Source: an optimization exercise on an open RTL-to-GDS flow (aim: small area, a short achievable clock period and few clock cycles). Production flows keep margins and buffers that such runs may drop. Where RTL was checked, it was by simulation tests only, not by an equivalence proof against the original. No activity file was given, so power comes from the tool's default toggle rates.

## north
Design toy_lic_tce, start of the top module:
module toy_lic_tce (
    input  wire        clk,
    input  wire        rst,           
    input  wire        lic_ready,     
    input  wire        cmd_valid,
    output wire        cmd_ready,
    input  wire [31:0] cmd_word,
    input  wire [31:0] cmd_arg,
    output reg         done,
    output reg  [3:0]  status,
    output reg  [31:0] res,
    output reg         fault,
    output reg  [1:0]  cal_state,
    output wire        bus_req,
    output wire        bus_we,
    output wire [1:0]  bus_space,
    output wire [15:0] bus_addr,
    output wire [31:0] bus_wdata,
    input  wire        bus_ack,
    input  wire [31:0] bus_rdata
);
export LEC_CHECK = 0
export CAP_MARGIN = 20
export CORE_MARGIN = 2
export CORE_UTILIZATION = 40
export SLEW_MARGIN = 20
create_clock -name core_clock -period 60.0 [get_ports {clk}]
standard.sh (not shown) runs the stock make flow with config.mk's settings and CLKGATE_MAP_FILE= SYNTH_SCRIPT=/design/flow/synth_recipe.tcl, a recipe that flattens the netlist after the stock synthesis.
==> flow/flow/run.sh <==
#!/bin/bash
# Own layout flow: the standard ORFS flow (standard.sh), with the ports
# buffered by buf_1 cells instead of the default delay buffers, and the
# timing repair after CTS and global routing aimed at a setup slack margin
# (the clock period and constraints are the design's; only the repair
# effort changes). Each tool's full output goes to a log in this folder.
set -euo pipefail
MARGIN=47
bash standard.sh "SETUP_SLACK_MARGIN=$MARGIN" MATCH_CELL_FOOTPRINT=0 \
    "BUFFER_PORTS_ARGS=-buffer_cell sky130_fd_sc_hd__buf_1" finish > standard_finish.log 2>&1
Testbench counts of north, summed over its fixed seeds: cycles 28,441.
What south does differently from north at the input level:
Settings: swapping 40 for 55 in CORE_UTILIZATION.
--- a/flow/flow/run.sh
+++ b/flow/flow/run.sh
@@ -7,4 +7,4 @@
 set -euo pipefail
-MARGIN=47
-bash standard.sh "SETUP_SLACK_MARGIN=$MARGIN" MATCH_CELL_FOOTPRINT=0 \
+MARGIN=46.3
+bash standard.sh "SETUP_SLACK_MARGIN=$MARGIN" \
     "BUFFER_PORTS_ARGS=-buffer_cell sky130_fd_sc_hd__buf_1" finish > standard_finish.log 2>&1
### Flow results
- In south relative to north, non-clock buffer count had gone down by more than 10%.
- The final reports for south and north show cell internal power dissipation higher in the former.
- Taking north as the reference, in south standard-cell row count went down about 15%, met3 usage in global routing went up 0.26 points, area growth from synthesis to layout went down 5.8 points, reg-to-reg setup timing slack went down 0.50 ns.
- Between north and south, the cell count went down.
- Going from north to south, routed wire length shrank by a few percent.
- Changes observed in south relative to north: clock skew held steady, buffer count from post-CTS setup fixing shrank by 18, worst setup slack shrank by 0.059 ns.
Setup changes, south to east
Settings: CORE_UTILIZATION now 40, was 55.
--- a/flow/flow/run.sh
+++ b/flow/flow/run.sh
@@ -7,3 +7,3 @@
 set -euo pipefail
-MARGIN=46.3
+MARGIN=47
 bash standard.sh "SETUP_SLACK_MARGIN=$MARGIN" \
Notes after the runs:
- The flow did not stop early for east: all stages ran, and the layout cleared the timing, design-rule and antenna checks.
- Compared with south, east shows a relative contribution of combinational cells to total power that is 0.6 points higher.
- Row global router's overall resource usage: east lower / south higher
- east: non-clock buffer contribution to total cell area is 1.8 points higher than what south reported.
- Comparing south against east, there is no change at all in number of antenna violations at the first check in global routing.
- east and south ended up with roughly the same post-route clock skew.
- Wire length reported by the detailed router, east vs south: up by a little under 10%
- Compared east against south; final critical-path share of the clock period within noise.
- NOTE: sequential group share of total power in east falls short of that of south
- Between east and south, the difference in clock power is negligible.
--- input diff east..west ---
==> flow/flow/run.sh <==
#!/bin/bash
# Own layout flow: the standard ORFS flow (standard.sh), with the ports
# buffered by buf_2 cells instead of the default delay buffers, and the
# timing repair after CTS and global routing aimed at a setup slack margin
# (the clock period and constraints are the design's; only the repair
# effort changes). Each tool's full output goes to a log in this folder.
set -euo pipefail
MARGIN=46.3
bash standard.sh "SETUP_SLACK_MARGIN=$MARGIN" \
    "BUFFER_PORTS_ARGS=-buffer_cell sky130_fd_sc_hd__buf_2" finish > standard_finish.log 2>&1
Results
For the power density of the placed cells, west came in about 3% higher than east did. Summary of west over east: finished layout cell area lower; cell count after placement held; total power was more or less identical.


Setup of trial 33:
Starting RTL as in the previous note.
Settings: LEC_CHECK=0, CAP_MARGIN=20, CORE_MARGIN=2, CORE_UTILIZATION=40, CTS_CLUSTER_DIAMETER=100, CTS_CLUSTER_SIZE=40, SLEW_MARGIN=20; clock period 60.0 ns.
==> flow/flow/run.sh <==
#!/bin/bash
# Own layout flow: the standard ORFS flow (standard.sh), with the ports
# buffered by buf_1 cells instead of the default delay buffers, and the
# timing repair after CTS and global routing aimed at a setup slack margin
# (the clock period and constraints are the design's; only the repair
# effort changes). Each tool's full output goes to a log in this folder.
set -euo pipefail
MARGIN=46.3
bash standard.sh "SETUP_SLACK_MARGIN=$MARGIN" \
    "BUFFER_PORTS_ARGS=-buffer_cell sky130_fd_sc_hd__buf_1" finish > standard_finish.log 2>&1
Testbench counts of trial 33, summed over its fixed seeds: cycles 28,441.
For trial 92, these inputs were changed with respect to trial 33:
- clearing CTS_CLUSTER_DIAMETER, which used to be 100
- putting CTS_BUF_LIST at sky130_fd_sc_hd__clkbuf_8 where nothing was set
- swapping 40 for 12 in CTS_CLUSTER_SIZE
## What came out
- Trial 92 completed every stage of the flow, and the final layout passed the timing, design-rule and antenna checks.
- Looking at share of total power in combinational logic across trial 92 and trial 33, the one that comes out lower is trial 33.
- Changes observed in trial 92 relative to trial 33: count of buffers not belonging to the clock network in the layout increased by 0.48% relative to the old numbers; worst ir drop on vdd shows a reduction of about 33%.
- Final area (trial 92 vs. trial 33) decreases slightly
- Between trial 92 and trial 33, the total of fill cells in the finished design is higher for trial 92.
- Trial 92 vs. trial 33: worst-skew pair later-pin latency picked up an extra 0.04 ns, net switching power of the design lost 5.5%.


Setup of run 1:
Another version of the RTL of toy_lic_tce (not shown whole).
Size in the first run: roughly 190 flip-flops, roughly 190 I/O pins, ~0.016 mm² of cells after synthesis.
==> flow/config.mk <==
export PLATFORM = sky130hd
export DESIGN_NAME = toy_lic_tce
export DESIGN_NICKNAME = toy_lic_tce
export VERILOG_FILES = /design/flow/design.v
export SDC_FILE = /design/flow/constraint.sdc
export NUM_CORES = 4
export LEC_CHECK = 0
export CAP_MARGIN = 20
export CORE_MARGIN = 2
export CORE_UTILIZATION = 40
export SLEW_MARGIN = 20
==> flow/constraint.sdc <==
create_clock -name core_clock -period 60.0 [get_ports {clk}]
set_input_delay 12.0000 -clock core_clock [delete_from_list [all_inputs] [get_ports {clk}]]
set_output_delay 12.0000 -clock core_clock [all_outputs]
set_load 0.01 [all_outputs]
==> flow/flow/run.sh <==
#!/bin/bash
# Own layout flow: the standard ORFS flow (standard.sh), with the ports
# buffered by buf_2 cells instead of the default delay buffers, and the
# timing repair after CTS and global routing aimed at a setup slack margin
# (the clock period and constraints are the design's; only the repair
# effort changes). Each tool's full output goes to a log in this folder.
set -euo pipefail
MARGIN=45.5
bash standard.sh "SETUP_SLACK_MARGIN=$MARGIN" \
    "BUFFER_PORTS_ARGS=-buffer_cell sky130_fd_sc_hd__buf_2" finish > standard_finish.log 2>&1
Run 1 finished all stages; the layout is clean.
Testbench counts of run 1, summed over its fixed seeds: cycles 28,106.
Input changes introduced in run 2 (baseline for comparison: run 1):
- an added ABC_AREA of 1
Results
On total number of vias, run 1 beats run 2. Cell count (run 1 / run 2): 0.871. Cmp run 2 vs run 1: switching share of power higher in run 2. Delta(number of distinct standard cells referenced by the synthesized netlist, run 2 - run 1) < 0. Max routed wire length across run 2 and run 1: run 2. Global-route wire length before repair, run 2 and run 1, lower one = run 1.
## Diff of input files: run 3 against run 2
- clearing ABC_AREA, which used to be 1
-- flow/flow/run.sh --
<<< run 2, line 8
MARGIN=45.5
>>> run 3, line 8
MARGIN=47
==> comparison <==
Of the two values seen for capturing element of the worst setup path, bus_wdata[16] was produced by run 2 and bus_wdata[1] by run 3. Number of buffer and inverter instances along the worst setup path (lower): run 2. Of run 2 and run 3, the run reporting the lower via count was run 3. Power spent charging and discharging nets: run 2 and run 3 compared, higher one is run 2. Compared with run 2, in run 3 design area moved up, global-route wire length before repair now smaller. Run 3 against run 2; wire length reported by the detailed router is down by a few percent. The final reports for run 3 and run 2 show pre-CTS worst setup slack higher in the former. The final critical-path share of the clock period in run 3 sits 1.3 points below the value recorded for run 2. Average vias per placed instance (run 2 / run 3): 0.927. Clock group share of total power up 3.0 points in run 3 wrt run 2.


## wip/maple
toy_lic_tce, a different RTL version from the one above (not shown whole).
Size in the first run: about 190 flip-flops, roughly 190 I/O pins.
## toy_lic_tce
module toy_lic_tce (
    input  wire        clk,
    input  wire        rst,           
    input  wire        lic_ready,     
    input  wire        cmd_valid,
    output wire        cmd_ready,
    input  wire [31:0] cmd_word,
    input  wire [31:0] cmd_arg,
    output reg         done,
    output reg  [3:0]  status,
    output reg  [31:0] res,
    output reg         fault,
    output reg  [1:0]  cal_state,
    output wire        bus_req,
    output wire        bus_we,
    output wire [1:0]  bus_space,
    output wire [15:0] bus_addr,
    output wire [31:0] bus_wdata,
    input  wire        bus_ack,
    input  wire [31:0] bus_rdata
);
export LEC_CHECK = 0
export CAP_MARGIN = 20
export CORE_MARGIN = 2
export CORE_UTILIZATION = 40
export SLEW_MARGIN = 20
create_clock -name core_clock -period 60.0 [get_ports {clk}]
==> flow/flow/run.sh <==
#!/bin/bash
# Own layout flow: the standard ORFS flow (standard.sh), with the ports
# buffered by buf_2 cells instead of the default delay buffers, and the
# timing repair after CTS and global routing aimed at a setup slack margin
# (the clock period and constraints are the design's; only the repair
# effort changes). Each tool's full output goes to a log in this folder.
set -euo pipefail
MARGIN=46.3
bash standard.sh "SETUP_SLACK_MARGIN=$MARGIN" \
    "BUFFER_PORTS_ARGS=-buffer_cell sky130_fd_sc_hd__buf_2" finish > standard_finish.log 2>&1
wip/maple: PASS, flow complete, no timing, DRC or antenna violations
Changes in wip/tundra relative to wip/maple:
--- a/flow/flow/run.sh
+++ b/flow/flow/run.sh
@@ -6,5 +6,5 @@
 # effort changes). Each tool's full output goes to a log in this folder.
 set -euo pipefail
-MARGIN=46.3
+MARGIN=45.5
 bash standard.sh "SETUP_SLACK_MARGIN=$MARGIN" \
     "BUFFER_PORTS_ARGS=-buffer_cell sky130_fd_sc_hd__buf_2" finish > standard_finish.log 2>&1
### Flow results
Summary of wip/tundra over wip/maple: total buffers and inverters traversed by the critical path now sits lower, worst setup slack before clock tree synthesis now sits lower, detailed placement HPWL now sits higher. From wip/maple to wip/tundra the numbers moved as follows: number of gates given a new drive strength after cts moved down; clock-buffer cell count moved down.
No run of this note included a check of the RTL's function; only the layout flow was run.

## what the ideal ports hide
The results above use ideal ports. As a check the final layouts listed here were re-extracted and re-timed, cells and wires unchanged. Step 1, drivers: a clkbuf_16 drives clk and a buf_2 each remaining input, both assumed. Step 2 adds t to the input delays and takes it off the output delays; t is the mean of the earliest and latest rising clock arrival at the registers after step 1. Input paths then give back, and output paths get back, about the clock's delay inside the block. Slacks: ideal ports / drivers / drivers and shift; pairs: ideal ports / drivers.
run	shift t [ns]	setup WS [ns]	worst setup path at the end
north	0.506	46.195 / 46.143 / 46.025	input to register
south	0.491	46.136 / 46.084 / 45.939	input to register
east	0.511	46.169 / 46.117 / 46.036	input to register
west	0.506	46.244 / 46.193 / 45.997	input to register
trial 33	0.506	46.323 / 46.270 / 45.942	input to register
trial 92	0.536	46.274 / 46.224 / 45.943	input to register
run 1	0.510	46.143 / 46.091 / 46.185	input to register
run 2	0.511	45.642 / 45.593 / 45.757	input to register
run 3	0.509	46.445 / 46.389 / 46.305	input to register
wip/maple	0.493	46.399 / 46.346 / 45.987	input to register
wip/tundra	0.500	46.271 / 46.215 / 45.859	input to register
After both steps every run listed still meets setup and hold.
